Context: an optimization exercise on an open-source flow, tuned for small area, a short achievable clock period and few clock cycles. The choices shown serve that exercise and are no tape-out recipe.
Function was checked by simulation only, so behaviour that the tests miss may differ from the original.

<file path="design/flow/config.mk">
export PLATFORM = sky130hd
export DESIGN_NAME = int8_gemm_kernel
export DESIGN_NICKNAME = int8_gemm_kernel
export VERILOG_FILES = /design/flow/design.v
export SDC_FILE = /design/flow/constraint.sdc
export NUM_CORES = 4
export LEC_CHECK = 0
export CAP_MARGIN = 20
export CORE_MARGIN = 2
export CORE_UTILIZATION = 40
export PLACE_DENSITY = 0.6
export SLEW_MARGIN = 20
export SYNTH_MEMORY_MAX_BITS = 16384
</file>
<file path="design/flow/constraint.sdc">
create_clock -name core_clock -period 12.0 [get_ports {clk}]
set_input_delay 2.4000 -clock core_clock [delete_from_list [all_inputs] [get_ports {clk}]]
set_output_delay 2.4000 -clock core_clock [all_outputs]
set_load 0.01 [all_outputs]
</file>
<file path="design/flow/design.v">
module gemm_coef (
    input  wire [1:0] mode,
    input  wire [4:0] idx,
    output reg  [255:0] w,
    output reg  [319:0] bias
);
    always @(*) begin
        case (mode)
            2'd0: bias = 320'h158e00de40140efeaad01b58000e300522009a7feff400b85ff3f200fe401b58ff83c0089cff8f7;
            2'd1: bias = 320'h1156008c3ff66bffd52ff2cd00825fff68ff266ff63701b5801b58ff45d005c3ffaabffe0ffff72;
            2'd2: bias = 320'hfede001b58ff5f900359000e8001e4005da01b58014e0005c6;
            default: bias = 320'h0;
        endcase
        case ({mode, idx})
            {2'd0, 5'd0}: w = 256'h470063007700fc006900d600f0009900170043009a00d900cc0018002800c0;
            {2'd0, 5'd1}: w = 256'hef000d0066009900ca00ca00c8001400b900640082002400b100ea00060096;
            {2'd0, 5'd2}: w = 256'ha0039006100bc00fd0037008b001700f400ae0071005f003000a6005500d9;
            {2'd0, 5'd3}: w = 256'he9009f0037005500ce00ec000600d8002200de0021001e00a100d500a3001e;
            {2'd0, 5'd4}: w = 256'ha5008000ee00020094002900fd009f0002007900b900a4006e009300bd000a;
            {2'd0, 5'd5}: w = 256'hfb0092000400c400c200140083003c00cb006900250022009c00c2005c001e;
            {2'd0, 5'd6}: w = 256'hd300de003800ab00f2004900d700a7002e00d30054007e00c400d500de00ab;
            {2'd0, 5'd7}: w = 256'hcf00ed00e0009d000a005700900035004d00fc003b0085009d002800b8003a;
            {2'd0, 5'd8}: w = 256'h6d00cc00a200840029002600f800d90023003d007e0017001b00ea001800c2;
            {2'd0, 5'd9}: w = 256'h2f00bd00f800ad00be00cc00e9002800e100d5009a0077007b001900af00af;
            {2'd0, 5'd10}: w = 256'h2c00d100900060009a0033007d00780040005000a200bc005800e100260059;
            {2'd0, 5'd11}: w = 256'h2d008600d40016009e00fd0067005800480071004b007b003c00e900d20061;
            {2'd0, 5'd12}: w = 256'hc4004b001100f6001500d2005a00e80012007d00a300b3000000b5001600cd;
            {2'd0, 5'd13}: w = 256'ha2001c003600330096006600ef00e40021003300e70006008900df00100058;
            {2'd0, 5'd14}: w = 256'h5c0092003400ff00ad00ae0063009100cd004a004a006b00d5008a006c001d;
            {2'd0, 5'd15}: w = 256'h3b008e00a000c400620084005e0010003700a700bf00e5008c00c0009500d9;
            {2'd0, 5'd16}: w = 256'h4b00b000b5009f00570086008900a60012003300f6007500ca002400a60009;
            {2'd0, 5'd17}: w = 256'h6a00d9003f007800c2006f00a000dd0041003600fa001600d400ef008b0061;
            {2'd0, 5'd18}: w = 256'hf500550006008d00c4000a00c400d2000b00fc001200e100250029007900c3;
            {2'd0, 5'd19}: w = 256'h9600ad007d008b0089000200b0003f00bd00ba00cf000e00b7000100560049;
            {2'd0, 5'd20}: w = 256'h56009000a9003d008a00860044002400a000840063006b0078004800b80092;
            {2'd0, 5'd21}: w = 256'hab008600e7007f00e200590087002b00fd00da00da007100ec005900aa0049;
            {2'd0, 5'd22}: w = 256'hb000c000cb006400f300e500c800f4007b00a6008d00570016007c0081006c;
            {2'd0, 5'd23}: w = 256'h7a00c500b400c7001200ce0001006100ed004b003600a20083002100f00093;
            {2'd0, 5'd24}: w = 256'h1f008a00bf00d500d600e4007100dc0082009a00ac008700cf00dc00490066;
            {2'd0, 5'd25}: w = 256'h7700b400f50092007e000400f500e100dd00a4006000a000970035007c0080;
            {2'd0, 5'd26}: w = 256'h7c005c00c40088007f00f200fa007800b200c400da00ed00bd003100c60061;
            {2'd0, 5'd27}: w = 256'hb600de00f700b300d7007e00b2003400cf00df00de0004007a00fd00f200d5;
            {2'd0, 5'd28}: w = 256'h720004003a00ca00e90096008900e1002a008500f900b20049009300520018;
            {2'd0, 5'd29}: w = 256'hf90004005400ff006100f3002b00b20033007700d40026001600a600470017;
            {2'd0, 5'd30}: w = 256'hfa002f00330048007800b000ee00ad0040001a0063003e00a0007600d10000;
            {2'd0, 5'd31}: w = 256'hd200ca0092009c00dd008a00d500000049007d00b4007f00120095007d000d;
            {2'd1, 5'd0}: w = 256'hf2ea4cc67be4d9b6f7a05e426f2195adce370a878fa86c542c4cc9cdd6251485;
            {2'd1, 5'd1}: w = 256'hdfa4150d5c610bafdad048475729b948038c53def4352a8f7abb500ffd43a116;
            {2'd1, 5'd2}: w = 256'he2815c62846e122858d160da7980b7798202ce8b0ecec48cb7d398a210cef2e1;
            {2'd1, 5'd3}: w = 256'h59a702f7a790c3bd8be4efc46040367af95181706a8e9d58f2800bee462bea9;
            {2'd1, 5'd4}: w = 256'h340f8037f394163ef42432b92d528215450d61f9d41dcf70f081a12f8f665435;
            {2'd1, 5'd5}: w = 256'h21de6ec7bf84ceb0166debe0cbc89e5b2ab59ffc1bbb75b72b5a917dec91b1ab;
            {2'd1, 5'd6}: w = 256'h403436e0d9362a13541ebcdfe369f471d379d949f6185cf680d64e9253fc780;
            {2'd1, 5'd7}: w = 256'hefdd32c7bc6b6374a5855231bed3851909e3ed285b4cfdeed30559d9b85e8442;
            {2'd2, 5'd0}: w = 256'hb8a3a93f5eac153fe4006ea3a3033e83dde2876c;
            {2'd2, 5'd1}: w = 256'h56a70802ad02d815db30c8fa6367adff70befe2;
            {2'd2, 5'd2}: w = 256'hfd054ca6e093f0da301c65e58f90dfb57a3effd4;
            {2'd2, 5'd3}: w = 256'h97b6bf3964132079032b3562924bfdb84aab0d83;
            {2'd2, 5'd4}: w = 256'h430806c8303f693f92492d60aed016b05e79e8d3;
            {2'd2, 5'd5}: w = 256'hf6cb62fa793c0c4241b0ab27987a669895b991a;
            {2'd2, 5'd6}: w = 256'h6af2e488c1ee8acfcfb8b952368872b18c96339b;
            {2'd2, 5'd7}: w = 256'h90a285131710f30156294078959a1a3786455466;
            default: w = 256'h0;
        endcase
    end
endmodule
module int8_gemm_kernel (
    input  wire        clk,
    input  wire        rst_n,
    input  wire        reg_valid,
    input  wire        reg_write,
    input  wire [3:0]  reg_addr,
    input  wire [31:0] reg_wdata,
    output reg  [31:0] reg_rdata,
    input  wire        rx_toggle,
    input  wire [7:0]  rx_data,
    output wire        irq
);
    localparam integer CAP      = 32;
    localparam integer ABUF_LEN = 16;
    localparam integer ACC_LEN  = 16;
    localparam integer AW       = 20;      
    localparam integer NC       = 2;       
    localparam integer NG       = 16 / NC; 
    localparam [31:0] ID_WORD  = 32'h49384731;
    localparam [31:0] CFG_WORD = 32'h03080020;
    localparam [31:0] LDIM1    = 32'h00100020;
    localparam [31:0] LDIM2    = 32'h00100010;
    localparam [31:0] LDIM3    = 32'h000A0010;
    localparam [3:0] A_ID = 4'd0, A_CFG = 4'd1, A_CTRL = 4'd2, A_STATUS = 4'd3,
                     A_CURSOR = 4'd4, A_CMD = 4'd5, A_RESULT = 4'd6,
                     A_MADDR = 4'd7, A_MDATA = 4'd8, A_LDIM1 = 4'd9,
                     A_LDIM2 = 4'd10, A_LDIM3 = 4'd11;
    localparam [3:0] E_ILLEGAL = 4'd1, E_SB_NOT_READY = 4'd2, E_LEN = 4'd3,
                     E_CMD_BUSY = 4'd4;
    localparam [1:0] X_NONE = 2'd0, X_INTAKE = 2'd1, X_GEMM = 2'd2;
    reg [2:0]  ctrl;
    reg        ready, busy, done, err;
    reg [3:0]  errcode;
    reg [4:0]  cursor;
    reg [3:0]  result_idx;
    reg [15:0] maddr_index;
    reg [1:0]  maddr_space;
    reg [7:0]    sb   [0:CAP-1];
    reg [6:0]    abuf [0:ABUF_LEN-1];
    reg [AW-1:0] acc  [0:ACC_LEN-1];
    reg [AW-1:0] acc1 [0:ACC_LEN-1];
    reg [1:0]  sync;
    reg        rx_last;
    reg [1:0]  prime;
    reg        c_ill, c_gemm, c_req, c_arg, c_rel, c_src;
    reg [1:0]  c_layer;
    reg        dec;        
    reg        run23;      
    reg        runl1;      
    reg [1:0]  xk;         
    reg [7:0]  xr [0:NC-1];
    reg [4:0]  xidx;       
    reg [3:0]  fp;         
    wire wr = reg_valid && reg_write;
    wire rd = reg_valid && !reg_write;
    wire wr_ctrl   = wr && (reg_addr == A_CTRL);
    wire wr_status = wr && (reg_addr == A_STATUS);
    wire wr_cmd    = wr && (reg_addr == A_CMD);
    wire wr_maddr  = wr && (reg_addr == A_MADDR);
    wire cmd_accept = wr_cmd && !busy;
    wire cmd_reject = wr_cmd &&  busy;
    wire sync_out   = sync[1];
    wire byte_event = (prime == 2'd0) && (sync_out != rx_last);
    wire byte_store = byte_event && !ready;
    wire byte_fill  = byte_store && (cursor == CAP - 1);
    always @(posedge clk or negedge rst_n) begin
        if (!rst_n) begin
            sync    <= 2'b00;
            rx_last <= 1'b0;
            prime   <= 2'd3;
        end else begin
            sync <= {sync[0], rx_toggle};
            if (prime != 2'd0) begin
                rx_last <= sync_out;
                prime   <= prime - 2'd1;
            end else if (sync_out != rx_last) begin
                rx_last <= sync_out;
            end
        end
    end
    always @(posedge clk or negedge rst_n) begin
        if (!rst_n)
            cursor <= 5'd0;
        else if (byte_store)
            cursor <= byte_fill ? 5'd0 : cursor + 5'd1;
    end
    always @(posedge clk) begin
        if (byte_store)
            sb[cursor] <= rx_data;
    end
    wire [3:0] w_op    = reg_wdata[3:0];
    wire [1:0] w_layer = reg_wdata[5:4];
    wire       w_src   = reg_wdata[6];
    reg w_ill;
    always @(*) begin
        if (|reg_wdata[31:7])
            w_ill = 1'b1;
        else case (w_op)
            4'h0, 4'h4: w_ill = (w_layer != 2'd0) || w_src;
            4'h1:       w_ill = (w_layer == 2'd0);
            4'h2, 4'h3: w_ill = (w_layer == 2'd0) || w_src;
            default:    w_ill = 1'b1;
        endcase
    end
    always @(posedge clk) begin
        if (cmd_accept) begin
            c_ill   <= w_ill;
            c_gemm  <= w_op == 4'h1;
            c_req   <= w_op == 4'h2;
            c_arg   <= w_op == 4'h3;
            c_rel   <= w_op == 4'h4;
            c_src   <= w_src;
            c_layer <= w_layer;
        end
    end
    wire e_ill  = c_ill;
    wire e_sb   = !c_ill && c_gemm && !c_src && !ready;
    wire e_len  = !c_ill && c_gemm && c_src && (c_layer == 2'd1);
    wire c_bad  = e_ill || e_sb || e_len;
    wire ok     = dec && !c_bad;
    wire ok_l1  = ok && c_gemm && (c_layer == 2'd1);
    wire ok_g23 = ok && c_gemm && (c_layer != 2'd1);
    wire ok_req = ok && c_req;
    wire ok_arg = ok && c_arg;
    wire l3 = (c_layer == 2'd3);
    wire [1:0] cmode = (xk == X_INTAKE) ? 2'd0 : (l3 ? 2'd2 : 2'd1);
    wire [16*NC*8-1:0] wflat;
    wire [16*AW-1:0]   bflat;
    gemm_coef u_coef (.mode(cmode), .idx(xidx), .w(wflat), .bias(bflat));
    wire first  = (xidx == 5'd0);
    wire g_live = (xk == X_GEMM) && (dec ? ok_g23 : run23);
    wire g_last = g_live && (xidx == NG - 1);
    wire i_live = (xk == X_INTAKE);
    reg signed [AW-1:0] lane_sum [0:15];
    integer j, c;
    always @(*) begin
        for (j = 0; j < 16; j = j + 1) begin
            if (first)
                lane_sum[j] = bflat[AW*j +: AW];
            else if (i_live)
                lane_sum[j] = acc1[j];
            else
                lane_sum[j] = acc[j];
            for (c = 0; c < NC; c = c + 1)
                lane_sum[j] = lane_sum[j] + $signed(xr[c]) * $signed(wflat[8*(j*NC+c) +: 8]);
        end
    end
    wire l1_copy = (ok_l1 || runl1) && !i_live;
    function [6:0] req_f(input [AW-1:0] a);
        if (a[AW-1])
            req_f = 7'd0;
        else if (|a[AW-2:15])
            req_f = 7'd127;
        else
            req_f = a[14:8];
    endfunction
    reg [AW-1:0] t_v [0:30];
    reg [3:0]    t_i [0:30];
    reg          t_m [0:30];
    integer k;
    always @(*) begin
        for (k = 0; k < 16; k = k + 1) begin
            t_v[k] = acc[k];
            t_i[k] = k;
            t_m[k] = (k < 10) || !l3;
        end
        for (k = 0; k < 15; k = k + 1) begin
            if (t_m[2*k+1] && (!t_m[2*k] || ($signed(t_v[2*k+1]) > $signed(t_v[2*k])))) begin
                t_v[16+k] = t_v[2*k+1];
                t_i[16+k] = t_i[2*k+1];
            end else begin
                t_v[16+k] = t_v[2*k];
                t_i[16+k] = t_i[2*k];
            end
            t_m[16+k] = t_m[2*k] || t_m[2*k+1];
        end
    end
    wire [3:0] amax = t_i[30];
    wire g_fetch = (dec ? ok_g23 : run23) && (fp != NG);
    always @(posedge clk or negedge rst_n) begin
        if (!rst_n) begin
            dec   <= 1'b0;
            run23 <= 1'b0;
            runl1 <= 1'b0;
            xk    <= X_NONE;
            fp    <= NG;
        end else begin
            dec <= cmd_accept;
            if (ok_g23 && !g_last)
                run23 <= 1'b1;
            else if (g_last)
                run23 <= 1'b0;
            runl1 <= (ok_l1 || runl1) && !l1_copy;
            if (byte_store) begin
                xk <= X_INTAKE;
                if (cmd_accept)
                    fp <= 4'd0;
            end else if (cmd_accept) begin
                xk <= X_GEMM;
                fp <= 4'd1;
            end else if (g_fetch) begin
                xk <= X_GEMM;
                fp <= fp + 4'd1;
            end else begin
                xk <= X_NONE;
            end
        end
    end
    always @(posedge clk) begin
        if (byte_store) begin
            xr[0] <= rx_data;
            for (c = 1; c < NC; c = c + 1)
                xr[c] <= 8'd0;
            xidx  <= cursor;
        end else if (cmd_accept) begin
            for (c = 0; c < NC; c = c + 1)
                xr[c] <= w_src ? {1'b0, abuf[c]} : sb[c];
            xidx  <= 5'd0;
        end else if (g_fetch) begin
            for (c = 0; c < NC; c = c + 1)
                xr[c] <= c_src ? {1'b0, abuf[fp*NC+c]} : sb[fp*NC+c];
            xidx  <= fp;
        end
    end
    always @(posedge clk) begin
        for (j = 0; j < 16; j = j + 1) begin
            if (i_live)
                acc1[j] <= lane_sum[j];
            if (l1_copy)
                acc[j] <= acc1[j];
            else if (g_live && (j < 10 || !l3))
                acc[j] <= lane_sum[j];
            if (ok_req && (j < 10 || !l3))
                abuf[j] <= req_f(acc[j]);
        end
    end
    always @(posedge clk or negedge rst_n) begin
        if (!rst_n)
            result_idx <= 4'd0;
        else if (ok_arg)
            result_idx <= amax;
    end
    wire eng_err     = dec && c_bad;
    wire eng_done    = (ok && !c_gemm) || l1_copy || g_last;
    wire eng_release = ok && c_rel;
    wire [3:0] eng_code = e_ill ? E_ILLEGAL : e_sb ? E_SB_NOT_READY : E_LEN;
    reg        n_ready, n_busy, n_done, n_err;
    reg [3:0]  n_errcode;
    always @(*) begin
        n_ready   = ready;
        n_busy    = busy;
        n_done    = done;
        n_err     = err;
        n_errcode = errcode;
        if (wr_status) begin
            if (reg_wdata[2]) n_done = 1'b0;
            if (reg_wdata[3]) begin n_err = 1'b0; n_errcode = 4'd0; end
        end
        if (cmd_accept)
            n_busy = 1'b1;
        if (cmd_reject) begin
            if (!n_err) n_errcode = E_CMD_BUSY;
            n_err = 1'b1;
        end
        if (byte_fill)
            n_ready = 1'b1;
        if (eng_done) begin
            n_done = 1'b1;
            n_busy = 1'b0;
            if (eng_release) n_ready = 1'b0;
        end
        if (eng_err) begin
            if (!n_err) n_errcode = eng_code;
            n_err  = 1'b1;
            n_busy = 1'b0;
        end
    end
    always @(posedge clk or negedge rst_n) begin
        if (!rst_n) begin
            ready       <= 1'b0;
            busy        <= 1'b0;
            done        <= 1'b0;
            err         <= 1'b0;
            errcode     <= 4'd0;
            ctrl        <= 3'd0;
            maddr_index <= 16'd0;
            maddr_space <= 2'd0;
        end else begin
            ready   <= n_ready;
            busy    <= n_busy;
            done    <= n_done;
            err     <= n_err;
            errcode <= n_errcode;
            if (wr_ctrl)
                ctrl <= reg_wdata[2:0];
            if (wr_maddr) begin
                maddr_index <= reg_wdata[15:0];
                maddr_space <= reg_wdata[17:16];
            end
        end
    end
    wire idx_hi = |maddr_index[15:5];
    reg [31:0] mdata;
    always @(*) begin
        mdata = 32'd0;
        case (maddr_space)
            2'd0: if (!idx_hi)
                      mdata = {{24{sb[maddr_index[4:0]][7]}}, sb[maddr_index[4:0]]};
            2'd1: if (!idx_hi && !maddr_index[4])
                      mdata = {25'd0, abuf[maddr_index[3:0]]};
            2'd2: if (!idx_hi && !maddr_index[4])
                      mdata = {{(32-AW){acc[maddr_index[3:0]][AW-1]}}, acc[maddr_index[3:0]]};
            default: mdata = 32'd0;
        endcase
    end
    always @(*) begin
        reg_rdata = 32'd0;
        if (rst_n && rd) begin
            case (reg_addr)
                A_ID:     reg_rdata = ID_WORD;
                A_CFG:    reg_rdata = CFG_WORD;
                A_CTRL:   reg_rdata = {29'd0, ctrl};
                A_STATUS: reg_rdata = {20'd0, errcode, 4'd0, err, done, busy, ready};
                A_CURSOR: reg_rdata = {27'd0, cursor};
                A_RESULT: reg_rdata = {28'd0, result_idx};
                A_MADDR:  reg_rdata = {14'd0, maddr_space, maddr_index};
                A_MDATA:  reg_rdata = mdata;
                A_LDIM1:  reg_rdata = LDIM1;
                A_LDIM2:  reg_rdata = LDIM2;
                A_LDIM3:  reg_rdata = LDIM3;
                default:  reg_rdata = 32'd0;
            endcase
        end
    end
    assign irq = (ready && ctrl[0]) || (done && ctrl[1]) || (err && ctrl[2]);
endmodule
</file>
<file path="design/flow/run.sh">
#!/bin/bash
# synth_recipe.tcl (not shown) runs the flow's synth.tcl, then flattens the netlist and writes it again
# the make line also repeats each setting of config.mk as NAME=value (left out here)
make -C /OpenROAD-flow-scripts/flow DESIGN_CONFIG=/design/flow/config.mk WORK_HOME=/design/flow/orfs CLKGATE_MAP_FILE= SYNTH_SCRIPT=/design/flow/synth_recipe.tcl finish
</file>
==> impl_metrics.env <==
export IMPL_outcome="aborted with a tool error"
export IMPL_lastStage="synthesis (1_2_yosys)"
export IMPL_firstError="ERROR: TCL interpreter returned an error: Source files actually used in the design:"
export IMPL_ys_warn_count=10
Testbench counts, summed over its fixed seeds: cycles 4,608.
